This is an optimization exercise on Yosys and OpenROAD, whose aim is small area, not a production implementation.
In this exercise RTL edits were held to simulation tests only and were not proved equivalent to the original.
Power figures rest on the tool's default switching activity, not on a simulated workload. No driver is modelled on the clock port, so clocking that relies on it looks cheaper here than on a real chip.

==> design/flow/design.v <==
module pwm_ppm_core (
    input  wire        clk,
    input  wire        rst,           
    input  wire        cmd_valid,
    input  wire [31:0] cmd,
    output wire        rsp_valid,
    output wire [31:0] rsp,
    input  wire        pwm_tick,
    output wire [15:0] pwm_out,
    input  wire        ppm_tick,
    input  wire [15:0] ppm_sample
);
    wire [3:0]  op  = cmd[31:28];
    wire [3:0]  rsv = cmd[27:24];
    wire [7:0]  ch  = cmd[23:16];
    wire [15:0] val = cmd[15:0];
    wire rsv0    = (rsv == 4'd0);
    wire is_setw = (op == 4'h1) && rsv0;
    wire is_getw = (op == 4'h2) && rsv0 && (val == 16'd0);
    wire is_init = (op == 4'h3) && rsv0 && (ch == 8'd0) && (val == 16'd0);
    wire ch_ok   = (ch[7:4] == 4'd0);
    wire illegal = !(is_setw || is_getw || is_init);
    reg         armed;
    reg         started;
    reg  [9:0]  m;
    reg  [9:0]  cw [0:15];
    reg  [9:0]  lw [0:15];
    reg  [16:0] b  [0:15];
    reg  [15:0] d  [0:15];
    reg  [15:0] dv;
    reg         rsp_valid_q;
    reg         rsp_st1_q;
    reg         rsp_st2_q;
    reg  [15:0] rsp_data_q;
    wire [15:0] sel = 16'd1 << ch[3:0];
    wire [16:0] rd_x [0:15];
    genvar gr;
    generate
        for (gr = 0; gr < 16; gr = gr + 1) begin : g_rd
            assign rd_x[gr] = {dv[gr], d[gr]};
        end
    endgenerate
    wire [16:0] rd = rd_x[ch[3:0]];
    wire [15:0] rd_d = rd[15:0];
    wire        rd_v = rd[16];
    always @(posedge clk) begin
        rsp_valid_q <= cmd_valid && !rst;
        rsp_st2_q   <= illegal;
        rsp_st1_q   <= !illegal && !is_init && !ch_ok;
        rsp_data_q  <= (is_getw && ch_ok && rd_v) ? rd_d + 16'd1 : 16'd0;
    end
    assign rsp_valid = rsp_valid_q;
    assign rsp       = {2'b00, rsp_st2_q, rsp_st1_q, 12'd0, rsp_data_q};
    wire do_init = cmd_valid && is_init;
    always @(posedge clk) begin
        if (rst)
            armed <= 1'b0;
        else if (do_init)
            armed <= 1'b1;
    end
    wire pwm_act  = pwm_tick && armed;
    wire boundary = !started || (&m[9:5] && m[2] && m[1] && !m[0]);
    always @(posedge clk) begin
        if (rst) begin
            started <= 1'b0;
            m       <= 10'h3FF;
        end else if (pwm_act) begin
            started <= 1'b1;
            m       <= boundary ? 10'h3FF : m + 10'd1;
        end
    end
    wire [9:0] clamped = val[15] ? 10'd0 :
                         (val[14:0] > 15'd999) ? 10'd999 : val[9:0];
    wire       do_setw = cmd_valid && is_setw && ch_ok;
    wire [9:0] cw_data = rst ? 10'd0 : clamped;
    genvar gp, gq;
    generate
        for (gp = 0; gp < 16; gp = gp + 1) begin : g_pwm
            always @(posedge clk) begin
                if (rst || (do_setw && sel[gp]))
                    cw[gp] <= cw_data;
                if (pwm_act && boundary)
                    lw[gp] <= cw[gp];
            end
            wire [10:0] gt;
            assign gt[0] = 1'b0;
            for (gq = 0; gq < 10; gq = gq + 1) begin : g_cmp
                assign gt[gq+1] = m[gq] ? (lw[gp][gq] && gt[gq])
                                        : (lw[gp][gq] || gt[gq]);
            end
            assign pwm_out[gp] = gt[10];
        end
    endgenerate
    wire ppm_act = ppm_tick && armed;
    localparam [16:0] B_CLR = 17'h1FF9B;    
    genvar gi, gb;
    generate
        for (gi = 0; gi < 16; gi = gi + 1) begin : g_ppm
            wire        sat = !b[gi][16] && (&b[gi][15:1]);
            wire        clr = rst || (ppm_act && !ppm_sample[gi]);
            wire [17:0] c;
            assign c[0] = ppm_act && ppm_sample[gi] && !sat;
            for (gb = 0; gb < 17; gb = gb + 1) begin : g_bit
                assign c[gb+1] = c[gb] && b[gi][gb];
                always @(posedge clk)
                    b[gi][gb] <= clr ? B_CLR[gb] : (b[gi][gb] ^ c[gb]);
            end
            always @(posedge clk) begin
                if (rst)
                    dv[gi] <= 1'b0;
                else if (ppm_act && !ppm_sample[gi] && !b[gi][16])
                    dv[gi] <= 1'b1;
                if (!rst && ppm_act && !ppm_sample[gi] && !b[gi][16])
                    d[gi] <= b[gi][15:0];
            end
        end
    endgenerate
endmodule
==> design/flow/run.sh <==
#!/bin/bash
# synth_recipe.tcl (not shown) runs the flow's synth.tcl, then flattens the netlist and writes it again
# the make line also repeats each setting of config.mk as NAME=value (left out here)
make -C /OpenROAD-flow-scripts/flow DESIGN_CONFIG=/design/flow/config.mk WORK_HOME=/design/flow/orfs CLKGATE_MAP_FILE= SYNTH_SCRIPT=/design/flow/synth_recipe.tcl finish
==> design/flow/config.mk <==
export PLATFORM = sky130hd
export DESIGN_NAME = pwm_ppm_core
export DESIGN_NICKNAME = pwm_ppm_core
export VERILOG_FILES = /design/flow/design.v
export SDC_FILE = /design/flow/constraint.sdc
export NUM_CORES = 4
export LEC_CHECK = 0
export CAP_MARGIN = 20
export CORE_MARGIN = 2
export CORE_UTILIZATION = 40
export CTS_CLUSTER_DIAMETER = 80
export CTS_CLUSTER_SIZE = 25
export SLEW_MARGIN = 20
==> design/flow/constraint.sdc <==
create_clock -name core_clock -period 10.0 [get_ports {clk}]
set_input_delay 2.0000 -clock core_clock [delete_from_list [all_inputs] [get_ports {clk}]]
set_output_delay 2.0000 -clock core_clock [all_outputs]
set_load 0.01 [all_outputs]
==> flow_summary.ini, run 1 <==
[run_status]
outcome = timing/DRC/antenna clean

[timing]
drv_slew = 0
fin_ws_ps = 3710
rsz0062_at_grt = false
fin_crit_ps = 6290
tightest_slew_ps = 1060
finClkSkew_ps = 35.7
fmax_mhz = 159
finalSetupViolations = 0
maxSlewHeadroom_pct = 28.9
timing.final.crit_share_pct = 62.9
tns_ps = 0
hold_viol_final = 0

[worst_hold_path]
worstHoldPathType = flip-flop to flip-flop

[clock_network]
cts_max_level = 2
cts_tree = built
cts-root-buf = clkbuf_16
cts-resized-gates = 0
cts_setup_buffers = 0
path_clk_slew_ps = 90
clkLatencyLatePin_ps = 630
numClockSinks = 895
hold_buffers = 0
clock_path_buffers = 3
cts_buffers = 45

[run]
drv_cap = 0

[synthesis]
syn_area_um2 = 36100
synth-edff-count = 576
ys_types = 94
avgSynthCellArea_um2 = 14.1
synth_warnings = 5
synth-seq-area-share_pct = 65.7
netlist.area_leader.share_pct = 48.0
synthFlopType = edfxtp_1
yosys-top-cells-area = edfxtp_1, dfxtp_1, ha_1
synth_top_area_cell = edfxtp_1
ys_seq_elements = 895
synthCells = 2557
async_flop_share_pct = 0

[placed_design]
post-dp-hpwl_mm = 65.2
dp_cells = 3764
gpl.final_weighted_congestion = 0.940
io_buffers = 87
post-place-ws_ps = 3100

[setup_path]
path_cells = clkdlybuf4s50_1 > nand2_2 > buf_4 > nor3b_1 > ha_1 > ha_1 > ha_1 > ha_1 > ha_1 > ha_1 > ha_1 > ha_1 > ha_1 > ha_1 > ha_1 > ha_1 > ha_1 > ha_1 > ha_1 > ha_1 > or2_2
r2r_start = armed$_SDFFE_PP0P_
slowest_delay_ps = 470
end_kind = flip-flop
r2r-end = b[2][15]$_SDFF_PP1_
startpoint_type = input pin
critical_path_arrival_ps = 6780
cpMaxStageDelayCell = buf_4
critical_path_class = input pin to flip-flop
required_ps = 10500
critPathLaunch = ppm_tick
crit_path_end = b[2][15]$_SDFF_PP1_
worst_r2r_path_depth = 20
crit_top_cell = ha_1
cp_max_fo = 25
r2r_setup_slack_ps = 5010

[final_layout]
multi_input_area_um2 = 11600
fill_cells = 7952
regArea_um2 = 23700
antenna_cells = 0
final_nets = 2946
syn_to_final_growth_pct = 10.4
fin_cells = 3847
drive_gt1_share_pct = 15.3

[power_and_ir_drop]
pwr-share-comb_pct = 3.8
netSwitchingFraction_pct = 21.4
p_leak_nw = 13.7
intPower_w = 0.00499
pwr-share-clk_pct = 33.6
seq_power_share_pct = 62.6
p_switching_w = 0.00136
powerDensity_nw_per_um2 = 159
ir_drop_v = 0.000135

[drt]
wl_per_cell_um = 22.9
dr.pass1.iters = 6
routed_wirelength_mm = 88.2
drcViolationCount = 0
via_count = 20617
ant_nets = 0
vias_per_cell = 5.36
dr.first_iter.drc_count = 1600

[global_route]
grt_pass1_wl_mm = 133
first_global_vias = 20819
antenna_found_initial = 4
grt_use_total_pct = 18.9
grt_max_degree = 91
grt_overflow = 0

[floorplan]
start_util_pct = 40.2
die_x_um = 304
die_area_um2 = 92500
core_area_um2 = 89600
dieHeight_um = 304
row_count = 110
ios = 102
[critical path: cells and delay by family]
kind,cells,cell delay (ps)
adder cells (fa/ha/maj),16,3000
buffers and inverters,2,910
AND/OR/NAND/NOR,3,820
[state kept, by name, summed over array words and instances, names as in the netlist]
signal / cells
armed: 1
b: 272
cw: 160
d: 256
dv: 16
lw: 160
m: 10
rsp_data_q: 16
rsp_st1_q: 1
rsp_st2_q: 1
rsp_valid_q: 1
started: 1
[routing by layer]
| layer | track usage [%] | vias to the layer above | part of all wire, % |
|---|---|---|---|
| met1 | 24.2 | 10372 | 42 |
| li1 | - | 9567 | - |
| met2 | 32.7 | 532 | 49 |
| met5 | 0 | - | 0.057 |
| met4 | 7.01 | 6 | 4.0 |
| met3 | 2.58 | 140 | 4.7 |
[final cells by class]
class	count	area share [%]
clock buffers	73	3.26
well taps	1176	3.70
inverters	87	0.820
repair buffers	139	3.14
flip-flops and latches	895	59.5
multi-input cells	1467	29.2
clock inverters	10	0.387
[cells in the final DEF, fill, tap and decap left out, types with 45 or more instances in the layout]
| master | netlist | layout |
|---|---|---|
| dfxtp_1 | 319 | 319 |
| and2_1 | 50 | 49 |
| a21oi_1 | 45 | 45 |
| clkbuf_16 | 0 | 47 |
| buf_4 | 34 | 52 |
| edfxtp_1 | 576 | 576 |
| ha_1 | 258 | 258 |
| nand2_1 | 64 | 63 |
| inv_1 | 82 | 81 |
| nand4_1 | 58 | 58 |
| maj3_1 | 88 | 88 |
| nor2_1 | 103 | 103 |
| clkdlybuf4s50_1 | 0 | 82 |
| or2_2 | 211 | 211 |
[power by group through the flow]
| stage | registers [W] | logic [W] | clock network (W) |
|---|---|---|---|
| floorplan | 0.00405 | 0.000136 | 0 |
| global placement | 0.00405 | 0.000235 | 0 |
| detailed placement | 0.00406 | 0.000238 | 0 |
| CTS | 0.00397 | 0.000238 | 0.00218 |
| global route | 0.00398 | 0.000256 | 0.00231 |
| finish | 0.00397 | 0.000242 | 0.00213 |
[stage by stage]
step / hold WS [ps] / area (um2) / utilization [%] / total power, W
after floorplan: 400 / 36100 / - / 0.00419
after global placement: 400 / 38300 / 42.7 / 0.00429
after detailed placement: 405 / 38300 / 42.8 / 0.00430
after CTS: 422 / 39800 / 44.4 / 0.00640
after global routing: 431 / 39800 / 44.4 / 0.00655
final: 421 / 39800 / 44.4 / 0.00635
[synthesized netlist by cell type (7+ instances only)]
cell type,instances
edfxtp_1,576
dfxtp_1,319
ha_1,258
or2_2,211
nor2_1,103
maj3_1,88
inv_1,82
nand2_1,64
clkbuf_1,61
nand4_1,58
and2_1,50
o21ai_0,47
a21oi_1,45
nand2b_1,39
buf_4,34
xnor2_1,31
nor3b_1,30
nor2b_1,27
nor3_1,26
nor4_1,24
mux2_2,23
nand3_1,22
a21o_1,21
mux2i_1,20
a31oi_1,18
o22ai_1,17
nand4b_1,16
o2bb2ai_1,15
a22o_1,14
a32oi_1,13
and3_1,13
buf_2,13
a221oi_1,12
o31a_1,12
nand3b_1,11
o31ai_1,10
a22oi_1,9
a32o_1,8
o21a_1,7
[worst min-delay path by stage]
stage / startpoint / end / slack, ps / cells after the start
6_report: cw[4][2]$_DFFE_PP_ / lw[4][2]$_DFFE_PP_ / 420 / 0
3_5_place_dp: cw[10][8]$_DFFE_PP_ / lw[10][8]$_DFFE_PP_ / 400 / 0
2_1_floorplan: cw[0][0]$_DFFE_PP_ / lw[0][0]$_DFFE_PP_ / 400 / 0
3_3_place_gp: cw[5][4]$_DFFE_PP_ / lw[5][4]$_DFFE_PP_ / 400 / 0
5_1_grt: cw[10][7]$_DFFE_PP_ / lw[10][7]$_DFFE_PP_ / 430 / 0
4_1_cts: cw[4][5]$_DFFE_PP_ / lw[4][5]$_DFFE_PP_ / 420 / 0
[cell families after synthesis]
| logic type | after synthesis | synth area share [%] |
|---|---|---|
| buffers and inverters | 208 | 2.73 |
| AO/OA/AOI/OAI | 303 | 6.20 |
| flip-flops | 895 | 65.7 |
| XOR/XNOR | 33 | 0.802 |
| multiplexers | 46 | 1.46 |
| AND/OR/NAND/NOR | 725 | 11.7 |
| adder cells (fa/ha/maj) | 346 | 11.4 |
| other | 1 | 0.0104 |
==> run 2, diff against run 1 <==
--- a/design/flow/config.mk
+++ b/design/flow/config.mk
@@ -8,6 +8,4 @@
 export CAP_MARGIN = 20
 export CORE_MARGIN = 2
 export CORE_UTILIZATION = 40
-export CTS_CLUSTER_DIAMETER = 80
-export CTS_CLUSTER_SIZE = 25
 export SLEW_MARGIN = 20
==> flow_summary.ini, run 2 <==
[run_status]
outcome = timing/DRC/antenna clean

[synthesis]
synth_warnings = 5
synth-seq-area-share_pct = 65.7
synth_most_common_cell = edfxtp_1
synthFlopType = edfxtp_1
ys_types = 94
syn_area_um2 = 36100
synth_top_area_cell = edfxtp_1
synth-edff-count = 576
yosys-top-cells-area = edfxtp_1, dfxtp_1, ha_1
ys_seq_elements = 895
synth_commonest_cells = edfxtp_1, dfxtp_1, ha_1
async_flop_share_pct = 0
avgSynthCellArea_um2 = 14.1
netlist.area_leader.share_pct = 48.0
synthCells = 2557

[run]
drv_cap = 0

[power_and_ir_drop]
total_power_w = 0.00778
p_leak_nw = 14.6
ir_drop_v = 0.000135
powerDensity_nw_per_um2 = 187

[floorplan]
start_util_pct = 40.2
dieHeight_um = 304
die_area_um2 = 92500
die_x_um = 304
ios = 102
core_area_um2 = 89600
row_count = 110

[clock_network]
path_clk_slew_ps = 60
cts_setup_buffers = 0
cts-resized-gates = 0
cts_buffers = 94
clkLatencyLatePin_ps = 660
numClockSinks = 895
cts-root-buf = clkbuf_16
cts_max_level = 3
clock_path_buffers = 3
cts_tree = built
hold_buffers = 0

[timing]
finClkSkew_ps = 25.3
rsz0062_at_grt = false
finalSetupViolations = 0
fin_crit_ps = 6260
fin_ws_ps = 3740
drv_slew = 0
maxSlewHeadroom_pct = 29.1
hold_viol_final = 0
tns_ps = 0
fmax_mhz = 160
tightest_slew_ps = 1060
timing.final.crit_share_pct = 62.6

[drt]
ant_nets = 0
wl_per_cell_um = 22.7
dr.pass1.iters = 7
routed_wirelength_mm = 89.6
dr.first_iter.drc_count = 1637
via_count = 20818
drcViolationCount = 0
vias_per_cell = 5.28

[setup_path]
critical_path_arrival_ps = 6790
required_ps = 10520
startpoint_type = input pin
r2r_setup_slack_ps = 4990
critical_path_class = input pin to flip-flop
end_kind = flip-flop
cp_max_fo = 25

[final_layout]
fin_cells = 3941
antenna_cells = 0
final_util_pct = 46.4
largest_register = b
drive_gt1_share_pct = 17.7
most-common-layout-cells = edfxtp_1, dfxtp_1, ha_1
largest_reg_flops = 272
final_nets = 2995
syn_to_final_growth_pct = 15.2
reg_top3 = b: 272 flops, d: 256 flops
mostFrequentLayoutCell = edfxtp_1

[worst_hold_path]
worstHoldPathType = flip-flop to flip-flop

[global_route]
first_global_vias = 21199
grt_pass1_wl_mm = 135
gr-max-usage-layer = met2
use_met1_pct = 24.2
use_met2_pct = 33.1
grt_overflow = 0
antenna_found_initial = 2
grt_max_degree = 91
grt_use_total_pct = 19.4
use_met3_pct = 3.53

[placed_design]
gpl.final_weighted_congestion = 0.940
post-dp-hpwl_mm = 65.2
post-place-ws_ps = 3100
dp_cells = 3764
io_buffers = 87
==> run 2: cell count changes in the layout (fill, tap and decap cells not counted), moves of 3 or more <==
cell / before / now
clkinv_2: 1 / 20
inv_6: 2 / 5
clkbuf_8: 2 / 7
clkinv_8: 4 / 1
clkinv_1: 3 / 10
clkbuf_16: 47 / 95
bufinv_16: 1 / 12
clkbuf_1: 22 / 27
==> run 2: area by class of cell <==
type,instances,area [um2]
clock buffer,129,2570
clock inverter,48,604
fill,7823,48100
inverter,87,327
multi-input combinational,1467,11600
sequential,895,23700
tap,1176,1470
timing repair buffer,139,1250
==> run 2: power by group <==
part / total, W / internal (W) / switching (W)
registers: 0.00398 / 0.00397 / 0.0000113
clock network: 0.00356 / 0.00213 / 0.00143
logic: 0.000242 / 0.0000736 / 0.000169
total: 0.00778 / 0.00617 / 0.00161
==> run 2: worst max-delay path, cell delays in order <==
cell	delay [ps]
clkdlybuf4s50_1	440
nand2_2	430
buf_4	470
nor3b_1	110
ha_1	200
ha_1	180
ha_1	190
ha_1	180
ha_1	180
ha_1	180
ha_1	180
ha_1	180
ha_1	180
ha_1	180
ha_1	180
ha_1	190
ha_1	180
ha_1	180
ha_1	180
ha_1	260
or2_2	280
==> run 2: cell families (layout without fill, tap and decap cells) <==
family / count (synthesis) / count (layout) / synth area share [%]
DFF: 895 / 895 / 65.7
and+or+nand+nor: 725 / 725 / 11.7
adders and majority gates: 346 / 346 / 11.4
AOI/OAI and AO/OA: 303 / 303 / 6.20
buffers and inverters: 208 / 403 / 2.73
muxes: 46 / 46 / 1.46
xor gates and xnor gates: 33 / 33 / 0.802
other: 1 / 14 / 0.0104
==> run 2: per-stage QoR <==
step	hold slack [ps]	cell area, um2
2_1_floorplan	400	36100
3_3_place_gp	400	38300
3_5_place_dp	405	38300
4_1_cts	411	41500
5_1_grt	412	41500
6_report	408	41500
==> run 2: path summary, 6_finish.rpt <==
path / from / endpoint / cells past startpoint
hold / removal: cw[13][7]$_DFFE_PP_ / lw[13][7]$_DFFE_PP_ / 0
setup reg to reg: armed$_SDFFE_PP0P_ / b[2][15]$_SDFF_PP1_ / 20
hold reg to reg: cw[13][7]$_DFFE_PP_ / lw[13][7]$_DFFE_PP_ / 0
setup / recovery: ppm_tick / b[2][15]$_SDFF_PP1_ / 21
==> run 2: routing by layer <==
| layer | wire [um] | vias to the layer above |
|---|---|---|
| met3 | 4910 | 150 |
| met2 | 44100 | 587 |
| met5 | 29 | - |
| met1 | 37100 | 10349 |
| met4 | 3540 | 4 |
| li1 | - | 9728 |
==> run 3, diff against run 2 <==
==> design/flow/flow/run.sh (new file) <==
#!/bin/bash
# Layout flow: the standard ORFS flow (standard.sh, standard synthesis
# unchanged) with two changes to how the layout is built:
#  - every input and output port is buffered with sky130_fd_sc_hd__buf_1
#    (the resizer may still upsize it) instead of the default buffer choice;
#  - clock tree synthesis clusters up to 30 sinks within 80 um per buffer and
#    inserts no dummy loads.
# The full make output goes to make.log in the work folder; ORFS keeps each
# step's own log under orfs/logs/.
set -euo pipefail
cd "$(dirname "$0")/.."
export BUFFER_PORTS_ARGS="-buffer_cell sky130_fd_sc_hd__buf_1"
export CTS_ARGS="-sink_clustering_enable -repair_clock_nets -sink_clustering_size 30 -sink_clustering_max_diameter 80 -dont_use_dummy_load"
bash standard.sh > make.log 2>&1
==> design/flow/standard.sh (new file) <==
#!/bin/bash
# synth_recipe.tcl (not shown) runs the flow's synth.tcl, then flattens the netlist and writes it again
# the make line also repeats each setting of config.mk as NAME=value (left out here)
make -C /OpenROAD-flow-scripts/flow DESIGN_CONFIG=/design/flow/config.mk WORK_HOME=/design/flow/orfs CLKGATE_MAP_FILE= SYNTH_SCRIPT=/design/flow/synth_recipe.tcl "${@:-finish}"
--- a/design/flow/config.mk
+++ b/design/flow/config.mk
@@ -7,5 +7,5 @@
 export LEC_CHECK = 0
 export CAP_MARGIN = 20
 export CORE_MARGIN = 2
-export CORE_UTILIZATION = 40
+export CORE_UTILIZATION = 65
 export SLEW_MARGIN = 20
removed: design/flow/run.sh
==> flow_summary.ini, run 3 <==
[drt]
wl_per_cell_um = 25.2
vias_per_cell = 6.11
route.met3.wl_mm = 4.82
ant_nets = 0
dr.max_layer_used = met4
drcViolationCount = 0
routed_wirelength_mm = 85.0
met2WireLength_mm = 42.3
dr.first_iter.drc_count = 1614
drt-met1-wl_mm = 33.9
dr.pass1.iters = 5
via_count = 20630

[run_status]
outcome = timing/DRC/antenna clean

[synthesis]
async_flop_share_pct = 0
yosys-top-cells-area = edfxtp_1, dfxtp_1, ha_1
synth-edff-count = 576
synth_warnings = 5
avgSynthCellArea_um2 = 14.1
syn_area_um2 = 36100
synthFlopType = edfxtp_1
synth_top_area_cell = edfxtp_1
synth_most_common_cell = edfxtp_1
synthCells = 2557
netlist.area_leader.share_pct = 48.0
ys_types = 94
ys_seq_elements = 895
synth_commonest_cells = edfxtp_1, dfxtp_1, ha_1
synth-seq-area-share_pct = 65.7

[power_and_ir_drop]
seq_power_share_pct = 67.1
intPower_w = 0.00470
p_switching_w = 0.00122
pwr-share-clk_pct = 28.9
netSwitchingFraction_pct = 20.7
ir_drop_v = 0.000178
total_power_w = 0.00592
pwr-share-comb_pct = 3.9
powerDensity_nw_per_um2 = 155
p_leak_nw = 13.3

[run]
drv_cap = 0

[final_layout]
largest_reg_flops = 272
largest_register = b
reg_top3 = b: 272 flops, d: 256 flops
fill_cells = 3758
syn_to_final_growth_pct = 6.12
drive_gt1_share_pct = 14.7
regArea_um2 = 23700
final_nets = 2941
multi_input_area_um2 = 11600
stdcell_area_um2 = 38300
most-common-layout-cells = edfxtp_1, dfxtp_1, ha_1
mostFrequentLayoutCell = edfxtp_1
antenna_cells = 0

[clock_network]
cts_tree = built
hold_buffers = 0
cts-root-buf = clkbuf_16
clkLatencyLatePin_ps = 600
cts_setup_buffers = 0
cts-resized-gates = 0
path_clk_slew_ps = 110
cts_buffers = 37
clock_path_buffers = 3
cts_max_level = 2
numClockSinks = 895

[setup_path]
slowest_delay_ps = 960
critical_path_class = flip-flop to output pin
cp_max_fo = 17
end_kind = output pin
crit_family = adder cells
critical_path_arrival_ps = 3960
r2r_setup_slack_ps = 5320
worst_r2r_path_depth = 20
path_cells = clkinv_1 > maj3_1 > maj3_1 > maj3_1 > buf_1
required_ps = 8000
cpMaxStageDelayCell = clkinv_1
crit_top_cell = maj3_1
r2r-end = b[6][15]$_SDFF_PP1_
r2r_start = armed$_SDFFE_PP0P_
critPathBufInv = 2
startpoint_type = flip-flop

[timing]
hold_viol_final = 0
finalSetupViolations = 0
drv_slew = 0
maxSlewHeadroom_pct = 25.9
timing.final.crit_share_pct = 59.6
tightest_slew_ps = 1100
rsz0062_at_grt = false
tns_ps = 0
fmax_mhz = 168
fin_ws_ps = 4040
finClkSkew_ps = 53.1
fin_crit_ps = 5960

[placed_design]
post-dp-hpwl_mm = 61.5
post-place-ws_ps = 3700
gpl.final_weighted_congestion = 0.947
placed_area_um2 = 37300
io_buffers = 87

[global_route]
grt_pass1_wl_mm = 124
antenna_found_initial = 1
grt_overflow = 0
grt_max_degree = 92
grt_use_total_pct = 29.8
first_global_vias = 20049

[worst_hold_path]
hp-start = b[9][0]$_SDFF_PP1_
min_path_cells = 0
worstHoldPathType = flip-flop to flip-flop
min_to = d[9][0]$_DFFE_PP_

[floorplan]
ios = 102
die_area_um2 = 57400
dieHeight_um = 240
die_x_um = 240
core_area_um2 = 55000
row_count = 86
start_util_pct = 65.6
## run 3: cell counts after synthesis
Identical to the previous run, type by type.
## run 3: cell type report
type / instances / area share, %
Clock buffer: 37 / 2.42
Timing Repair Buffer: 142 / 2.00
Multi-Input combinational cell: 1467 / 30.4
Tap cell: 748 / 2.45
Inverter: 87 / 0.854
Sequential cell: 895 / 61.9
## run 3: worst register-to-register path, cell delays in order (launching register included)
cell	delay, ps
dfxtp_1	420
nand2_2	90
buf_4	520
nor3b_1	170
ha_1	220
ha_1	180
ha_1	180
ha_1	180
ha_1	180
ha_1	180
ha_1	190
ha_1	190
ha_1	180
ha_1	190
ha_1	190
ha_1	180
ha_1	190
ha_1	180
ha_1	180
ha_1	260
or2_2	290
## run 3: metal layers
layer	up-vias	GRT usage, %
li1	9520	-
met1	10312	37.3
met2	632	51.4
met3	166	4.73
met4	0	13.3
met5	-	0
## run 3: cell families (layout without fill, tap and decap cells)
logic type / Yosys count / after routing / share of synthesized area, %
other: 1 / 14 / 0.0104
and+or+nand+nor: 725 / 725 / 11.7
buffers and inverters: 208 / 266 / 2.73
adders and majority gates: 346 / 346 / 11.4
muxes: 46 / 46 / 1.46
AOI/OAI and AO/OA: 303 / 303 / 6.20
DFF: 895 / 895 / 65.7
xor gates and xnor gates: 33 / 33 / 0.802
## run 3: worst max path at each step
stage,startpoint,to,slack [ps],cells after the start
finish,m[7]$_SDFFE_PP1P_,pwm_out[4],4040,5
global route,m[7]$_SDFFE_PP1P_,pwm_out[6],4000,5
CTS,m[7]$_SDFFE_PP1P_,pwm_out[4],4020,5
detailed placement,ppm_tick,b[11][15]$_SDFF_PP1_,3700,21
global placement,ppm_tick,b[10][15]$_SDFF_PP1_,3820,21
floorplan,pwm_tick,m[4]$_SDFFE_PP1P_,2880,5
## run 3: stage by stage
step,hold WS (ps),utilization [%],instances
floorplan,400,-,2570
global placement,400,67.8,3339
detailed placement,405,67.8,3339
CTS,420,69.5,3376
global route,432,69.6,3376
finish,415,69.6,3376
## run 3: power by group through the flow
stage               combinational (W)  clock, W  sequential [W]
finish                       0.000232   0.00171         0.00397
global route                 0.000243   0.00186         0.00398
CTS                          0.000226   0.00174         0.00397
detailed placement           0.000225         0         0.00406
global placement             0.000223         0         0.00405
floorplan                    0.000136         0         0.00405
==> run 4, diff against run 3 <==
--- a/design/flow/design.v
+++ b/design/flow/design.v
@@ -33,14 +33,21 @@
     reg         rsp_st2_q;
     reg  [15:0] rsp_data_q;
     wire [15:0] sel = 16'd1 << ch[3:0];
-    wire [16:0] rd_x [0:15];
-    genvar gr;
-    generate
-        for (gr = 0; gr < 16; gr = gr + 1) begin : g_rd
-            assign rd_x[gr] = {dv[gr], d[gr]};
+    wire [3:0] s_lo = 4'd1 << ch[1:0];
+    wire [3:0] s_hi = 4'd1 << ch[3:2];
+    reg  [16:0] grp [0:3];
+    reg  [16:0] rd;
+    integer     r, q;
+    always @(*) begin
+        for (q = 0; q < 4; q = q + 1) begin
+            grp[q] = 17'd0;
+            for (r = 0; r < 4; r = r + 1)
+                grp[q] = grp[q] | ({dv[4*q+r], d[4*q+r]} & {17{s_lo[r]}});
         end
-    endgenerate
-    wire [16:0] rd = rd_x[ch[3:0]];
+        rd = 17'd0;
+        for (q = 0; q < 4; q = q + 1)
+            if (ch[3:2] == q) rd = grp[q];
+    end
     wire [15:0] rd_d = rd[15:0];
     wire        rd_v = rd[16];
     always @(posedge clk) begin
@@ -110,7 +117,7 @@
                     dv[gi] <= 1'b0;
                 else if (ppm_act && !ppm_sample[gi] && !b[gi][16])
                     dv[gi] <= 1'b1;
-                if (!rst && ppm_act && !ppm_sample[gi] && !b[gi][16])
+                if (ppm_act && !ppm_sample[gi] && !b[gi][16])
                     d[gi] <= b[gi][15:0];
             end
         end
==> flow_summary.ini, run 4 <==
[drt]
routed_wirelength_mm = 69.6
ant_nets = 0
vias_per_cell = 6.16
wl_per_cell_um = 22.9
dr.pass1.iters = 8
drcViolationCount = 0
via_count = 18724
dr.first_iter.drc_count = 1406

[global_route]
grt_max_degree = 92
use_met1_pct = 33.0
use_met2_pct = 45.5
first_global_vias = 18656
antenna_found_initial = 1
gr-max-usage-layer = met2
grt_overflow = 0
use_met3_pct = 2.97
grt_pass1_wl_mm = 107
grt_use_total_pct = 25.5

[power_and_ir_drop]
powerDensity_nw_per_um2 = 157
total_power_w = 0.00582
pwr-share-clk_pct = 29.1
intPower_w = 0.00468
p_switching_w = 0.00114
netSwitchingFraction_pct = 19.6
p_leak_nw = 12.6
ir_drop_v = 0.000145
seq_power_share_pct = 68.3
pwr-share-comb_pct = 2.7

[synthesis]
synth_warnings = 6
synthAdderAreaFrac_pct = 10.7
synth-seq-area-share_pct = 67.6
avgSynthCellArea_um2 = 15.2
synthCells = 2299
synthFlopType = edfxtp_1
synth_xor_area_share_pct = 0.825
synth_commonest_cells = edfxtp_1, dfxtp_1, ha_1
async_flop_share_pct = 0
ys_seq_elements = 895
synth-edff-count = 576
synth_top_family_by_area = simple AND/OR/NAND/NOR gates
yosys-top-cells-area = edfxtp_1, dfxtp_1, ha_1
synth_most_common_cell = edfxtp_1
syn_area_um2 = 35000
netlist.area_leader.share_pct = 49.4
synthMuxAreaShare_pct = 4.50
synth_top_area_cell = edfxtp_1
synth-compound-area-share_pct = 3.61
synth-simple-area-share_pct = 11.0
ys_types = 58

[setup_path]
r2r-end = b[3][15]$_SDFF_PP1_
required_ps = 10430
worst_r2r_path_depth = 20
critPathLaunch = ppm_tick
cp_max_fo = 26
r2r_start = armed$_SDFFE_PP0P_
r2r_setup_slack_ps = 4880
critical_path_class = input pin to flip-flop
critical_path_arrival_ps = 6690
end_kind = flip-flop
startpoint_type = input pin

[final_layout]
largest_reg_flops = 272
fill_cells = 3683
syn_to_final_growth_pct = 5.67
largest_register = b
reg_top3 = b: 272 flops, d: 256 flops
fin_cells = 3042
final_util_pct = 69.2
mostFrequentLayoutCell = edfxtp_1
most-common-layout-cells = edfxtp_1, dfxtp_1, ha_1
final_nets = 2658
drive_gt1_share_pct = 8.27

[floorplan]
die_area_um2 = 55700
ios = 102
core_area_um2 = 53500
dieHeight_um = 236
start_util_pct = 65.5
row_count = 85
die_x_um = 236

[timing]
finalSetupViolations = 0
rsz0062_at_grt = false
drv_slew = 0
finClkSkew_ps = 43.7
tightest_slew_ps = 1070
tns_ps = 0
fin_crit_ps = 6260
maxSlewHeadroom_pct = 28.1
timing.final.crit_share_pct = 62.6
fin_ws_ps = 3740
hold_viol_final = 0
fmax_mhz = 160

[placed_design]
gpl.final_weighted_congestion = 0.871
post-place-ws_ps = 3140
post-dp-hpwl_mm = 49.7
dp_cells = 3004
io_buffers = 87

[clock_network]
hold_buffers = 0
cts_max_level = 2
cts_tree = built
cts_setup_buffers = 0
clock_path_buffers = 3
numClockSinks = 895
cts_buffers = 37
cts-root-buf = clkbuf_16
clkLatencyLatePin_ps = 590
path_clk_slew_ps = 110
cts-resized-gates = 0

[run_status]
outcome = timing/DRC/antenna clean

[worst_hold_path]
hp-start = cw[13][2]$_DFFE_PP_
min_to = lw[13][2]$_DFFE_PP_
min_path_cells = 0
worstHoldPathType = flip-flop to flip-flop

[run]
drv_cap = 0
-- run 4: layout make-up --
| type | count | area [um2] | share of cell area, % |
|---|---|---|---|
| antenna | 1 | 2.50 | 0.00676 |
| timing repair buffer | 113 | 534 | 1.44 |
| tap | 696 | 871 | 2.35 |
| multi-input combinational | 1288 | 10900 | 29.6 |
| clock buffer | 37 | 926 | 2.50 |
| inverter | 12 | 45.0 | 0.122 |
| sequential | 895 | 23700 | 64.0 |
-- run 4: worst max path at each step --
| stage | to | slack (ps) | depth (start not counted) |
|---|---|---|---|
| 6_report | b[3][15]$_SDFF_PP1_ | 3740 | 21 |
| 3_3_place_gp | b[10][15]$_SDFF_PP1_ | 3340 | 21 |
| 3_5_place_dp | b[11][15]$_SDFF_PP1_ | 3140 | 21 |
| 4_1_cts | b[3][15]$_SDFF_PP1_ | 3740 | 21 |
| 2_1_floorplan | m[1]$_SDFFE_PP1P_ | 2800 | 5 |
| 5_1_grt | b[3][15]$_SDFF_PP1_ | 3480 | 21 |
-- run 4: metal layers --
layer / share of wire [%] / vias up / wire, um
met4: 2.6 / 2 / 1790
met5: 0.019 / - / 13
met2: 52 / 464 / 35900
met3: 4.9 / 102 / 3380
met1: 41 / 9314 / 28500
li1: - / 8842 / -
-- run 4: cells by family (layout without fill, tap and decap cells) --
kind of cell	count (synthesis)	count (layout)
AOI/OAI and AO/OA	168	168
xor gates and xnor gates	33	33
adders and majority gates	305	305
buffers and inverters	129	162
DFF	895	895
muxes	70	70
other	1	15
and+or+nand+nor	698	698
-- run 4: power groups by stage --
stage	combinational (W)	clock (W)	sequential, W
4_1_cts	0.000155	0.00173	0.00397
6_report	0.000155	0.00169	0.00397
5_1_grt	0.000166	0.00185	0.00398
2_1_floorplan	0.000103	0	0.00405
3_5_place_dp	0.000155	0	0.00406
3_3_place_gp	0.000151	0	0.00406
-- run 4: per-stage QoR --
stage	area (um2)	hold WS, ps
2_1_floorplan	35100	400
3_3_place_gp	36000	400
3_5_place_dp	36100	405
4_1_cts	37000	427
5_1_grt	37000	435
6_report	37000	422
-- run 4: worst max-delay path, stage by stage --
cell	delay (ps)
buf_1	90
nand2_2	560
buf_4	550
nor3b_1	100
ha_1	200
ha_1	180
ha_1	180
ha_1	180
ha_1	170
ha_1	180
ha_1	180
ha_1	170
ha_1	170
ha_1	170
ha_1	180
ha_1	180
ha_1	180
ha_1	190
ha_1	190
ha_1	260
or3_1	350
==> run 5, diff against run 4 <==
--- a/design/flow/design.v
+++ b/design/flow/design.v
@@ -33,28 +33,20 @@
     reg         rsp_st2_q;
     reg  [15:0] rsp_data_q;
     wire [15:0] sel = 16'd1 << ch[3:0];
-    wire [3:0] s_lo = 4'd1 << ch[1:0];
-    wire [3:0] s_hi = 4'd1 << ch[3:2];
-    reg  [16:0] grp [0:3];
-    reg  [16:0] rd;
-    integer     r, q;
-    always @(*) begin
-        for (q = 0; q < 4; q = q + 1) begin
-            grp[q] = 17'd0;
-            for (r = 0; r < 4; r = r + 1)
-                grp[q] = grp[q] | ({dv[4*q+r], d[4*q+r]} & {17{s_lo[r]}});
+    wire [271:0] rd_all;
+    genvar gr;
+    generate
+        for (gr = 0; gr < 16; gr = gr + 1) begin : g_rd
+            assign rd_all[gr*17 +: 17] = {dv[gr], d[gr]};
         end
-        rd = 17'd0;
-        for (q = 0; q < 4; q = q + 1)
-            if (ch[3:2] == q) rd = grp[q];
-    end
-    wire [15:0] rd_d = rd[15:0];
-    wire        rd_v = rd[16];
+    endgenerate
+    wire [16:0] rd;
+    pwm_ppm_rdmux u_rdmux (.sel(sel), .x(rd_all), .y(rd));
     always @(posedge clk) begin
         rsp_valid_q <= cmd_valid && !rst;
         rsp_st2_q   <= illegal;
-        rsp_st1_q   <= !illegal && !is_init && !ch_ok;
-        rsp_data_q  <= (is_getw && ch_ok && rd_v) ? rd_d + 16'd1 : 16'd0;
+        rsp_st1_q   <= !illegal && !ch_ok;
+        rsp_data_q  <= (is_getw && ch_ok && rd[16]) ? rd[15:0] : 16'd0;
     end
     assign rsp_valid = rsp_valid_q;
     assign rsp       = {2'b00, rsp_st2_q, rsp_st1_q, 12'd0, rsp_data_q};
@@ -80,7 +72,9 @@
                          (val[14:0] > 15'd999) ? 10'd999 : val[9:0];
     wire       do_setw = cmd_valid && is_setw && ch_ok;
     wire [9:0] cw_data = rst ? 10'd0 : clamped;
-    genvar gp, gq;
+    wire [159:0] lw_all;
+    pwm_ppm_outs u_outs (.lw(lw_all), .m(m), .out(pwm_out));
+    genvar gp;
     generate
         for (gp = 0; gp < 16; gp = gp + 1) begin : g_pwm
             always @(posedge clk) begin
@@ -89,13 +83,7 @@
                 if (pwm_act && boundary)
                     lw[gp] <= cw[gp];
             end
-            wire [10:0] gt;
-            assign gt[0] = 1'b0;
-            for (gq = 0; gq < 10; gq = gq + 1) begin : g_cmp
-                assign gt[gq+1] = m[gq] ? (lw[gp][gq] && gt[gq])
-                                        : (lw[gp][gq] || gt[gq]);
-            end
-            assign pwm_out[gp] = gt[10];
+            assign lw_all[gp*10 +: 10] = lw[gp];
         end
     endgenerate
     wire ppm_act = ppm_tick && armed;
@@ -106,20 +94,50 @@
             wire        sat = !b[gi][16] && (&b[gi][15:1]);
             wire        clr = rst || (ppm_act && !ppm_sample[gi]);
             wire [17:0] c;
-            assign c[0] = ppm_act && ppm_sample[gi] && !sat;
+            assign c[0] = ppm_act && !(ppm_sample[gi] && sat);
             for (gb = 0; gb < 17; gb = gb + 1) begin : g_bit
                 assign c[gb+1] = c[gb] && b[gi][gb];
                 always @(posedge clk)
                     b[gi][gb] <= clr ? B_CLR[gb] : (b[gi][gb] ^ c[gb]);
             end
+            wire        dec = ppm_act && !ppm_sample[gi] && !b[gi][16];
             always @(posedge clk) begin
                 if (rst)
                     dv[gi] <= 1'b0;
-                else if (ppm_act && !ppm_sample[gi] && !b[gi][16])
+                else if (dec)
                     dv[gi] <= 1'b1;
-                if (ppm_act && !ppm_sample[gi] && !b[gi][16])
-                    d[gi] <= b[gi][15:0];
+                if (dec)
+                    d[gi] <= b[gi][15:0] ^ c[15:0];
             end
         end
     endgenerate
 endmodule
+module pwm_ppm_rdmux (
+    input  wire [15:0]  sel,
+    input  wire [271:0] x,
+    output reg  [16:0]  y
+);
+    integer r;
+    always @(*) begin
+        y = 17'd0;
+        for (r = 0; r < 16; r = r + 1)
+            y = y | (x[r*17 +: 17] & {17{sel[r]}});
+    end
+endmodule
+module pwm_ppm_outs (
+    input  wire [159:0] lw,
+    input  wire [9:0]   m,
+    output wire [15:0]  out
+);
+    genvar c, i;
+    generate
+        for (c = 0; c < 16; c = c + 1) begin : g_ch
+            wire [10:0] g;
+            assign g[0] = 1'b0;
+            for (i = 0; i < 10; i = i + 1) begin : g_bit
+                assign g[i+1] = m[i] ? (lw[c*10+i] && g[i]) : (lw[c*10+i] || g[i]);
+            end
+            assign out[c] = g[10];
+        end
+    endgenerate
+endmodule
--- a/design/flow/config.mk
+++ b/design/flow/config.mk
@@ -9,3 +9,4 @@
 export CORE_MARGIN = 2
 export CORE_UTILIZATION = 65
 export SLEW_MARGIN = 20
+export SYNTH_HIERARCHICAL = 1
==> flow_summary.ini, run 5 <==
[run_status]
outcome = timing/DRC/antenna clean

[clock_network]
numClockSinks = 895
cts_buffers = 37
clkLatencyLatePin_ps = 590
clock_path_buffers = 3
cts_max_level = 2
cts-root-buf = clkbuf_16
cts-resized-gates = 0
cts_tree = built
cts_setup_buffers = 0
path_clk_slew_ps = 100
hold_buffers = 0

[timing]
finalSetupViolations = 0
fin_crit_ps = 6070
tightest_slew_ps = 1060
drv_slew = 0
maxSlewHeadroom_pct = 29.0
hold_viol_final = 0
finClkSkew_ps = 25.8
fin_ws_ps = 3930
rsz0062_at_grt = false
tns_ps = 0
timing.final.crit_share_pct = 60.7
fmax_mhz = 165

[final_layout]
largest_register = b
reg_top3 = b: 272 flops, d: 256 flops
fill_cells = 3567
final_nets = 2691
largest_reg_flops = 272
syn_to_final_growth_pct = 6.02
mostFrequentLayoutCell = edfxtp_1
multi_input_area_um2 = 10400
drive_gt1_share_pct = 7.02
regArea_um2 = 23700
most-common-layout-cells = edfxtp_1, dfxtp_1, ha_1

[setup_path]
startpoint_type = input pin
critical_path_arrival_ps = 6540
critical_path_class = input pin to flip-flop
end_kind = flip-flop
r2r_setup_slack_ps = 5010
cp_max_fo = 48
critPathLaunch = ppm_tick
r2r_start = armed$_SDFFE_PP0P_
required_ps = 10470
crit_path_end = b[13][15]$_SDFF_PP1_
r2r-end = b[13][15]$_SDFF_PP1_
worst_r2r_path_depth = 20

[placed_design]
post-dp-hpwl_mm = 49.9
post-place-ws_ps = 3350
gpl.final_weighted_congestion = 0.885
io_buffers = 87

[synthesis]
synth-seq-area-share_pct = 68.4
avgSynthCellArea_um2 = 14.9
synth_top_area_cell = edfxtp_1
ys_types = 64
ys_seq_elements = 895
synth-edff-count = 576
synth_commonest_cells = edfxtp_1, dfxtp_1, ha_1
async_flop_share_pct = 0
synth_warnings = 12
synthCells = 2316
synth_most_common_cell = edfxtp_1
yosys-top-cells-area = edfxtp_1, dfxtp_1, ha_1
syn_area_um2 = 34600
netlist.area_leader.share_pct = 50.0
synthFlopType = edfxtp_1

[drt]
routed_wirelength_mm = 72.0
vias_per_cell = 6.28
ant_nets = 0
dr.first_iter.drc_count = 1602
met2WireLength_mm = 35.5
drcViolationCount = 0
drt-met1-wl_mm = 30.1
dr.max_layer_used = met5
via_count = 19275
wl_per_cell_um = 23.5
dr.pass1.iters = 6
route.met3.wl_mm = 4.13

[floorplan]
die_area_um2 = 55100
ios = 102
row_count = 84
dieHeight_um = 235
die_x_um = 235
start_util_pct = 65.7
core_area_um2 = 52700

[global_route]
first_global_vias = 19246
grt_max_degree = 192
antenna_found_initial = 3
grt_overflow = 0
grt_pass1_wl_mm = 112
grt_use_total_pct = 26.5

[run]
drv_cap = 0

[power_and_ir_drop]
p_leak_nw = 12.9
powerDensity_nw_per_um2 = 158
ir_drop_v = 0.000141
total_power_w = 0.00580

[worst_hold_path]
worstHoldPathType = flip-flop to flip-flop
run 5: cell count changes in the layout (fill, tap and decap cells not counted), sizes merged, moves of 21 or more:
cell / change
maj3: +25
mux4: -70
buf: +26
nor2b: -34
a221oi: +66
a22oi: -21
nor2: -48
a22o: +66
run 5: area by class of cell:
type                       instances  area share [%]
tap                              688            2.35
inverter                          19           0.194
antenna                            3          0.0205
multi-input combinational       1290            28.4
clock buffer                      37            2.52
sequential                       895            64.5
timing repair buffer             138            1.99
run 5: where the power goes:
| part | internal, W | switching, W |
|---|---|---|
| Combinational | 0.0000328 | 0.000103 |
| Clock | 0.000671 | 0.00102 |
| Sequential | 0.00396 | 0.0000112 |
| Total | 0.00467 | 0.00114 |
run 5: worst min-delay path by stage:
stage	from	endpoint	depth (start not counted)
after floorplan	cw[0][0]$_DFFE_PP_	lw[0][0]$_DFFE_PP_	0
after global placement	cw[0][2]$_DFFE_PP_	lw[0][2]$_DFFE_PP_	0
after detailed placement	cw[0][3]$_DFFE_PP_	lw[0][3]$_DFFE_PP_	0
after CTS	cw[2][6]$_DFFE_PP_	lw[2][6]$_DFFE_PP_	0
after global routing	cw[11][6]$_DFFE_PP_	lw[11][6]$_DFFE_PP_	0
final	cw[2][6]$_DFFE_PP_	lw[2][6]$_DFFE_PP_	0
run 5: worst max-delay path, cell delays in order:
cell	delay, ps
buf_1	90
nand2_2	70
buf_4	670
a41oi_1	170
ha_1	250
ha_1	180
ha_1	190
ha_1	190
ha_1	180
ha_1	180
ha_1	190
ha_1	190
ha_1	180
ha_1	180
ha_1	190
ha_1	190
ha_1	180
ha_1	190
ha_1	190
ha_1	290
or3_1	350
run 5: per-stage QoR:
stage / cell area (um2) / util (%) / std cells / hold slack (ps)
after floorplan: 34700 / - / 2329 / 400
after global placement: 35700 / 67.8 / 3029 / 400
after detailed placement: 35700 / 67.9 / 3029 / 405
after CTS: 36700 / 69.6 / 3066 / 407
after global routing: 36700 / 69.7 / 3068 / 415
final: 36700 / 69.7 / 3070 / 408
run 5: routing by layer:
metal / up-vias / track usage [%]
met1: 9592 / 36.0
li1: 9012 / -
met3: 127 / 3.52
met5: - / 0
met4: 4 / 8.98
met2: 540 / 44.4
run 5: cells by family after synthesis:
logic type	after synthesis	share of synthesized area [%]
other	1	0.0108
and+or+nand+nor	633	10.4
muxes	1	0.0289
AOI/OAI and AO/OA	289	6.91
DFF	895	68.4
adders and majority gates	329	11.5
xor gates and xnor gates	24	0.607
buffers and inverters	144	2.17
run 5: modules after synthesis, one instance, submodules excluded:
module | times used | flops+latches | area, um2 | cells
pwm_ppm_core | 1 | 895 | 30900 | 1841
pwm_ppm_outs | 1 | 0 | 2160 | 290
pwm_ppm_rdmux | 1 | 0 | 1560 | 185
==> run 6, diff against run 5 <==
==> design/flow/flow/run.sh (replaced) <==
#!/bin/bash
# Layout flow: the standard ORFS flow (standard.sh, standard synthesis
# unchanged) with two changes to how the layout is built:
#  - every input and output port is buffered with sky130_fd_sc_hd__buf_1
#    (the resizer may still upsize it) instead of the default buffer choice;
#  - clock tree synthesis clusters up to 35 sinks within 100 um per buffer and
#    inserts no dummy loads.
# The full make output goes to make.log in the work folder; ORFS keeps each
# step's own log under orfs/logs/.
set -euo pipefail
cd "$(dirname "$0")/.."
export BUFFER_PORTS_ARGS="-buffer_cell sky130_fd_sc_hd__buf_1"
export CTS_ARGS="-sink_clustering_enable -repair_clock_nets -sink_clustering_size 35 -sink_clustering_max_diameter 100 -dont_use_dummy_load"
bash standard.sh > make.log 2>&1
--- a/design/flow/config.mk
+++ b/design/flow/config.mk
@@ -7,6 +7,6 @@
 export LEC_CHECK = 0
 export CAP_MARGIN = 20
 export CORE_MARGIN = 2
-export CORE_UTILIZATION = 65
+export CORE_UTILIZATION = 80
 export SLEW_MARGIN = 20
 export SYNTH_HIERARCHICAL = 1
==> flow_summary.ini, run 6 <==
[setup_path]
r2r-end = b[15][15]$_SDFF_PP1_
cp_max_fo = 25
crit_path_end = b[15][15]$_SDFF_PP1_
critPathLaunch = ppm_tick
critical_path_class = input pin to flip-flop
worst_r2r_path_depth = 20
critical_path_arrival_ps = 6880
r2r_start = armed$_SDFFE_PP0P_
required_ps = 10510
end_kind = flip-flop
startpoint_type = input pin
r2r_setup_slack_ps = 4620

[global_route]
antenna_found_initial = 0
grt_use_total_pct = 32.9
grt_max_degree = 102
first_global_vias = 19573
grt_overflow = 0
grt_pass1_wl_mm = 111

[power_and_ir_drop]
powerDensity_nw_per_um2 = 154
ir_drop_v = 0.000191
p_leak_nw = 12.8

[placed_design]
dp_cells = 2922
post-place-ws_ps = 3060
io_buffers = 87
gpl.final_weighted_congestion = 0.942
placed_area_um2 = 35600
post-dp-hpwl_mm = 51.2

[floorplan]
start_util_pct = 80.7
dieHeight_um = 212
die_x_um = 212
die_area_um2 = 44900
core_area_um2 = 42900
row_count = 76
ios = 102

[final_layout]
largest_reg_flops = 272
final_nets = 2679
mostFrequentLayoutCell = edfxtp_1
fin_cells = 2953
largest_register = b
drive_gt1_share_pct = 6.51
reg_top3 = b: 272 flops, d: 256 flops
syn_to_final_growth_pct = 5.14
fill_cells = 2056
stdcell_area_um2 = 36400
most-common-layout-cells = edfxtp_1, dfxtp_1, ha_1

[worst_hold_path]
min_path_cells = 0
worstHoldPathType = flip-flop to flip-flop

[timing]
rsz0062_at_grt = false
fin_ws_ps = 3630
maxSlewHeadroom_pct = 29.8
hold_viol_final = 0
tns_ps = 0
fin_crit_ps = 6370
finClkSkew_ps = 52.7
fmax_mhz = 157
drv_slew = 0
finalSetupViolations = 0
tightest_slew_ps = 1050
timing.final.crit_share_pct = 63.7
whs_ps = 428

[synthesis]
synth-edff-count = 576
async_flop_share_pct = 0
avgSynthCellArea_um2 = 14.9
synthFlopType = edfxtp_1
netlist.area_leader.share_pct = 50.0
synth-seq-area-share_pct = 68.4
ys_types = 64
synth_most_common_cell = edfxtp_1
synthCells = 2316
yosys-top-cells-area = edfxtp_1, dfxtp_1, ha_1
syn_area_um2 = 34600
synth_commonest_cells = edfxtp_1, dfxtp_1, ha_1
synth_top_area_cell = edfxtp_1
ys_seq_elements = 895
synth_warnings = 12

[clock_network]
cts_tree = built
clkLatencyLatePin_ps = 630
cts_max_level = 1
hold_buffers = 0
cts-root-buf = clkbuf_16
cts-resized-gates = 0
cts_buffers = 29
clock_path_buffers = 3
path_clk_slew_ps = 120
numClockSinks = 895
cts_setup_buffers = 0

[drt]
wl_per_cell_um = 24.7
drcViolationCount = 0
via_count = 19887
dr.first_iter.drc_count = 2014
ant_nets = 0
vias_per_cell = 6.73
routed_wirelength_mm = 72.9
dr.pass1.iters = 8

[run]
drv_cap = 0

[run_status]
outcome = timing/DRC/antenna clean
==> run 6: cell counts after synthesis <==
Identical to the previous run, type by type.
==> run 6: final cells by class <==
| cell class | instances | area (um2) | share of cell area [%] |
|---|---|---|---|
| Sequential cell | 895 | 23700 | 65.1 |
| Multi-Input combinational cell | 1290 | 10400 | 28.7 |
| Timing Repair Buffer | 134 | 743 | 2.04 |
| Tap cell | 585 | 732 | 2.01 |
| Clock buffer | 29 | 726 | 1.99 |
| Inverter | 19 | 71.3 | 0.196 |
| Antenna cell | 1 | 2.50 | 0.00688 |
==> run 6: worst min path at each step <==
stage | from | endpoint
finish | cw[10][3]$_DFFE_PP_ | lw[10][3]$_DFFE_PP_
global placement | cw[10][6]$_DFFE_PP_ | lw[10][6]$_DFFE_PP_
floorplan | cw[0][0]$_DFFE_PP_ | lw[0][0]$_DFFE_PP_
detailed placement | cw[0][2]$_DFFE_PP_ | lw[0][2]$_DFFE_PP_
global route | cw[0][5]$_DFFE_PP_ | lw[0][5]$_DFFE_PP_
CTS | cw[13][3]$_DFFE_PP_ | lw[13][3]$_DFFE_PP_
==> run 6: kinds of logic (layout without fill, tap and decap cells) <==
group,after synthesis,in the layout,share of synthesized area (%)
DFF,895,895,68.4
other,1,15,0.0108
muxes,1,1,0.0289
buffers and inverters,144,182,2.17
xor gates and xnor gates,24,24,0.607
adders and majority gates,329,329,11.5
and+or+nand+nor,633,633,10.4
AOI/OAI and AO/OA,289,289,6.91
==> run 6: per-layer routing <==
layer / vias to the layer above / routed length [um] / GRT usage [%]
met2: 919 / 36300 / 56.4
met5: - / 0 / 0
met1: 9813 / 27900 / 43.7
met4: 0 / 2810 / 12.3
met3: 173 / 5900 / 4.28
li1: 8982 / - / -
==> run 6: report_power, final <==
| group | internal (W) | switching [W] |
|---|---|---|
| clock | 0.000526 | 0.000983 |
| combinational | 0.0000326 | 0.000103 |
| sequential | 0.00396 | 0.0000122 |
==> run 6: modules after synthesis (local to each module, per instance) <==
module | area, um2 | copies in the design
pwm_ppm_outs | 2160 | 1
pwm_ppm_core | 30900 | 1
pwm_ppm_rdmux | 1560 | 1
==> run 6: per-stage QoR <==
step / power [W] / util [%]
4_1_cts: 0.00562 / 84.7
3_3_place_gp: 0.00418 / 82.8
2_1_floorplan: 0.00413 / -
5_1_grt: 0.00574 / 84.9
6_report: 0.00562 / 84.9
3_5_place_dp: 0.00419 / 83.0
==> run 6: critical path: stages <==
cell and delay (ps):
buf_1 90, nand2_2 640, buf_4 530, a41oi_1 100, ha_1 220, ha_1 190, ha_1 200, ha_1 200
ha_1 190, ha_1 190, ha_1 190, ha_1 180, ha_1 180, ha_1 190, ha_1 180, ha_1 180
ha_1 190, ha_1 190, ha_1 190, ha_1 290, or3_1 340
==> run 7, diff against run 6 <==
--- a/design/flow/design.v
+++ b/design/flow/design.v
@@ -33,20 +33,22 @@
     reg         rsp_st2_q;
     reg  [15:0] rsp_data_q;
     wire [15:0] sel = 16'd1 << ch[3:0];
-    wire [271:0] rd_all;
+    wire        getw_ok = is_getw && ch_ok;
+    wire [15:0] rd_sel  = sel & dv & {16{getw_ok}};
+    wire [255:0] rd_all;
     genvar gr;
     generate
         for (gr = 0; gr < 16; gr = gr + 1) begin : g_rd
-            assign rd_all[gr*17 +: 17] = {dv[gr], d[gr]};
+            assign rd_all[gr*16 +: 16] = d[gr];
         end
     endgenerate
-    wire [16:0] rd;
-    pwm_ppm_rdmux u_rdmux (.sel(sel), .x(rd_all), .y(rd));
+    wire [15:0] rd;
+    pwm_ppm_rdmux u_rdmux (.sel(rd_sel), .x(rd_all), .y(rd));
     always @(posedge clk) begin
         rsp_valid_q <= cmd_valid && !rst;
         rsp_st2_q   <= illegal;
         rsp_st1_q   <= !illegal && !ch_ok;
-        rsp_data_q  <= (is_getw && ch_ok && rd[16]) ? rd[15:0] : 16'd0;
+        rsp_data_q  <= rd;
     end
     assign rsp_valid = rsp_valid_q;
     assign rsp       = {2'b00, rsp_st2_q, rsp_st1_q, 12'd0, rsp_data_q};
@@ -114,14 +116,14 @@
 endmodule
 module pwm_ppm_rdmux (
     input  wire [15:0]  sel,
-    input  wire [271:0] x,
-    output reg  [16:0]  y
+    input  wire [255:0] x,
+    output reg  [15:0]  y
 );
     integer r;
     always @(*) begin
-        y = 17'd0;
+        y = 16'd0;
         for (r = 0; r < 16; r = r + 1)
-            y = y | (x[r*17 +: 17] & {17{sel[r]}});
+            y = y | (x[r*16 +: 16] & {16{sel[r]}});
     end
 endmodule
 module pwm_ppm_outs (
==> design/flow/flow/run.sh (replaced) <==
#!/bin/bash
# Layout flow: the standard ORFS flow (standard.sh, standard synthesis
# unchanged) with two changes to how the layout is built:
#  - every input and output port is buffered with sky130_fd_sc_hd__buf_1
#    (the resizer may still upsize it) instead of the default buffer choice;
#  - clock tree synthesis clusters up to 30 sinks within 80 um per buffer and
#    inserts no dummy loads.
# The full make output goes to make.log in the work folder; ORFS keeps each
# step's own log under orfs/logs/.
set -euo pipefail
cd "$(dirname "$0")/.."
export BUFFER_PORTS_ARGS="-buffer_cell sky130_fd_sc_hd__buf_1"
export CTS_ARGS="-sink_clustering_enable -repair_clock_nets -sink_clustering_size 30 -sink_clustering_max_diameter 80 -dont_use_dummy_load"
bash standard.sh > make.log 2>&1
==> flow_summary.ini, run 7 <==
[run_status]
outcome = timing/DRC/antenna clean

[timing]
fin_ws_ps = 3530
fmax_mhz = 155
hold_viol_final = 0
tightest_slew_ps = 1060
fin_crit_ps = 6470
maxSlewHeadroom_pct = 28.9
rsz0062_at_grt = false
finalSetupViolations = 0
tns_ps = 0
finClkSkew_ps = 68.8
drv_slew = 0
timing.final.crit_share_pct = 64.7

[drt]
dr.pass1.iters = 10
routed_wirelength_mm = 73.9
wl_per_cell_um = 25.0
ant_nets = 0
dr.first_iter.drc_count = 2247
vias_per_cell = 6.75
via_count = 19954
drcViolationCount = 0

[synthesis]
synthFlopType = edfxtp_1
synth_commonest_cells = edfxtp_1, dfxtp_1, ha_1
async_flop_share_pct = 0
avgSynthCellArea_um2 = 14.9
synth_top_area_cell = edfxtp_1
synthCells = 2317
ys_types = 64
synth-seq-area-share_pct = 68.5
syn_area_um2 = 34600
synth_warnings = 12
ys_seq_elements = 895
yosys-top-cells-area = edfxtp_1, dfxtp_1, ha_1
synth_most_common_cell = edfxtp_1
netlist.area_leader.share_pct = 50.0
synth-edff-count = 576

[global_route]
first_global_vias = 19593
use_met1_pct = 44.4
grt_pass1_wl_mm = 112
antenna_found_initial = 0
use_met3_pct = 4.97
grt_overflow = 0
use_met2_pct = 56.7
gr-max-usage-layer = met2
grt_use_total_pct = 33.7
grt_max_degree = 129

[clock_network]
cts-resized-gates = 0
cts-root-buf = clkbuf_16
clkLatencyLatePin_ps = 610
cts_max_level = 2
numClockSinks = 895
cts_tree = built
clock_path_buffers = 3
path_clk_slew_ps = 110
cts_buffers = 36
hold_buffers = 0
cts_setup_buffers = 0

[power_and_ir_drop]
p_leak_nw = 12.8
powerDensity_nw_per_um2 = 157
p_switching_w = 0.00110
pwr-share-comb_pct = 1.6
netSwitchingFraction_pct = 19.3
pwr-share-clk_pct = 29.2
ir_drop_v = 0.000165
intPower_w = 0.00463
seq_power_share_pct = 69.3

[setup_path]
required_ps = 10460
critical_path_arrival_ps = 6930
crit_family = adder cells
cp_max_fo = 27
critical_path_class = input pin to flip-flop
critPathBufInv = 2
cpMaxStageDelayCell = nand2_2
path_cells = buf_1 > nand2_2 > buf_4 > a41oi_1 > ha_1 > ha_1 > ha_1 > ha_1 > ha_1 > ha_1 > ha_1 > ha_1 > ha_1 > ha_1 > ha_1 > ha_1 > ha_1 > ha_1 > ha_1 > ha_1 > or3_1
slowest_delay_ps = 660
startpoint_type = input pin
crit_top_cell = ha_1
end_kind = flip-flop

[final_layout]
largest_register = b
fin_cells = 2957
most-common-layout-cells = edfxtp_1, dfxtp_1, ha_1
final_nets = 2684
drive_gt1_share_pct = 7.17
reg_top3 = b: 272 flops, d: 256 flops
antenna_cells = 0
mostFrequentLayoutCell = edfxtp_1
syn_to_final_growth_pct = 5.66
largest_reg_flops = 272

[placed_design]
post-dp-hpwl_mm = 50.5
gpl.final_weighted_congestion = 0.898
post-place-ws_ps = 2990
io_buffers = 87
dp_cells = 2919

[floorplan]
core_area_um2 = 42900
ios = 102
row_count = 76
die_x_um = 212
die_area_um2 = 44900
dieHeight_um = 212
start_util_pct = 80.6

[worst_hold_path]
worstHoldPathType = flip-flop to flip-flop

[run]
drv_cap = 0
-- run 7: cell types whose count changed in the layout (fill, tap and decap cells not counted), moves of 6 or more --
| cell | previous run | this run |
|---|---|---|
| nor4_2 | 4 | 12 |
| nor2_1 | 89 | 83 |
| nand2_1 | 79 | 90 |
| and2_1 | 66 | 48 |
| a21o_1 | 9 | 15 |
| o31ai_1 | 20 | 14 |
| clkbuf_16 | 29 | 37 |
-- run 7: layout make-up --
| cell class | count | area [um2] |
|---|---|---|
| Clock buffer | 36 | 901 |
| Fill cell | 2071 | 6350 |
| Inverter | 18 | 67.6 |
| Multi-Input combinational cell | 1291 | 10400 |
| Sequential cell | 895 | 23700 |
| Tap cell | 585 | 732 |
| Timing Repair Buffer | 132 | 706 |
-- run 7: cell families after synthesis --
logic type      after synthesis  synth area share [%]
compound gates              283                  6.74
xor+xnor                     25                 0.633
fa+ha+maj                   329                  11.5
buf+inv                     144                  2.17
flops                       895                  68.5
other cells                   1                0.0108
simple gates                640                  10.4
-- run 7: layer usage --
layer	wire length (um)	part of all wire, %
met5	0	0
met3	5870	8.0
met1	28400	38
met4	3020	4.1
met2	36600	50
-- run 7: worst paths after layout --
path	cells past startpoint	startpoint	slack [ps]	to
max	21	ppm_tick	3530	b[15][15]$_SDFF_PP1_
min	0	cw[11][2]$_DFFE_PP_	410	lw[11][2]$_DFFE_PP_
max reg2reg	20	armed$_SDFFE_PP0P_	4560	b[15][15]$_SDFF_PP1_
min reg2reg	0	cw[11][2]$_DFFE_PP_	410	lw[11][2]$_DFFE_PP_
-- run 7: per-stage QoR --
step / hold WS (ps) / power [W] / cell area (um2) / utilization, %
after floorplan: 400 / 0.00410 / 34600 / -
after global placement: 400 / 0.00414 / 35500 / 82.9
after detailed placement: 405 / 0.00414 / 35600 / 83.0
after CTS: 414 / 0.00574 / 36500 / 85.1
after global routing: 420 / 0.00587 / 36500 / 85.2
final: 408 / 0.00574 / 36500 / 85.2
-- run 7: Yosys stat by module (local to each module, per instance) --
module / cells / copies in the design / area (um2) / flip-flops and latches
pwm_ppm_core: 1851 / 1 / 30900 / 895
pwm_ppm_rdmux: 176 / 1 / 1480 / 0
pwm_ppm_outs: 290 / 1 / 2160 / 0
-- run 7: power by group through the flow --
stage | combinational [W] | clock [W] | sequential [W]
after floorplan | 0.0000447 | 0 | 0.00405
after global placement | 0.0000826 | 0 | 0.00405
after detailed placement | 0.0000857 | 0 | 0.00406
after CTS | 0.0000865 | 0.00168 | 0.00397
after global routing | 0.0000940 | 0.00180 | 0.00398
final | 0.0000891 | 0.00167 | 0.00397

[afterwards: timing with drivers on the ports]
In the flow no input, the clock included, has a driving cell. The finished layouts below were timed again as built, in two steps.
Step 1 (the two cells are an assumption about what drives the block):
set clk [get_ports {clk}]
set_driving_cell -lib_cell sky130_fd_sc_hd__clkbuf_16 $clk
set_driving_cell -lib_cell sky130_fd_sc_hd__buf_2 [delete_from_list [all_inputs] $clk]
Step 2 also shifts input and output timing later by t, the mid clock arrival at the registers, as if the neighbouring blocks saw the same clock.
a / b / c = ideal ports / drivers / drivers and shift; a / b = the first two.
| run | shift t [ns] | setup slack, ns | worst register clock-pin slew, ns | pins driven straight from the clock port |
|---|---|---|---|---|
| run 1 | 0.674 | 3.715 / 3.759 / 3.085 | 0.11 / 0.11 | 1 |
| run 2 | 0.707 | 3.735 / 3.780 / 3.073 | 0.06 / 0.06 | 1 |
| run 3 | 0.643 | 4.036 / 3.972 / 3.681 | 0.11 / 0.11 | 1 |
| run 4 | 0.633 | 3.739 / 3.774 / 3.141 | 0.11 / 0.11 | 1 |
| run 5 | 0.637 | 3.926 / 3.963 / 3.325 | 0.11 / 0.11 | 1 |
| run 6 | 0.666 | 3.626 / 3.662 / 2.995 | 0.12 / 0.12 | 1 |
| run 7 | 0.635 | 3.530 / 3.562 / 2.928 | 0.11 / 0.11 | 1 |
After both steps setup and hold are still met in every run listed. For run 2, which loses most, drivers alone change the setup slack by +0.045 ns; drivers and shift together by -0.662 ns.
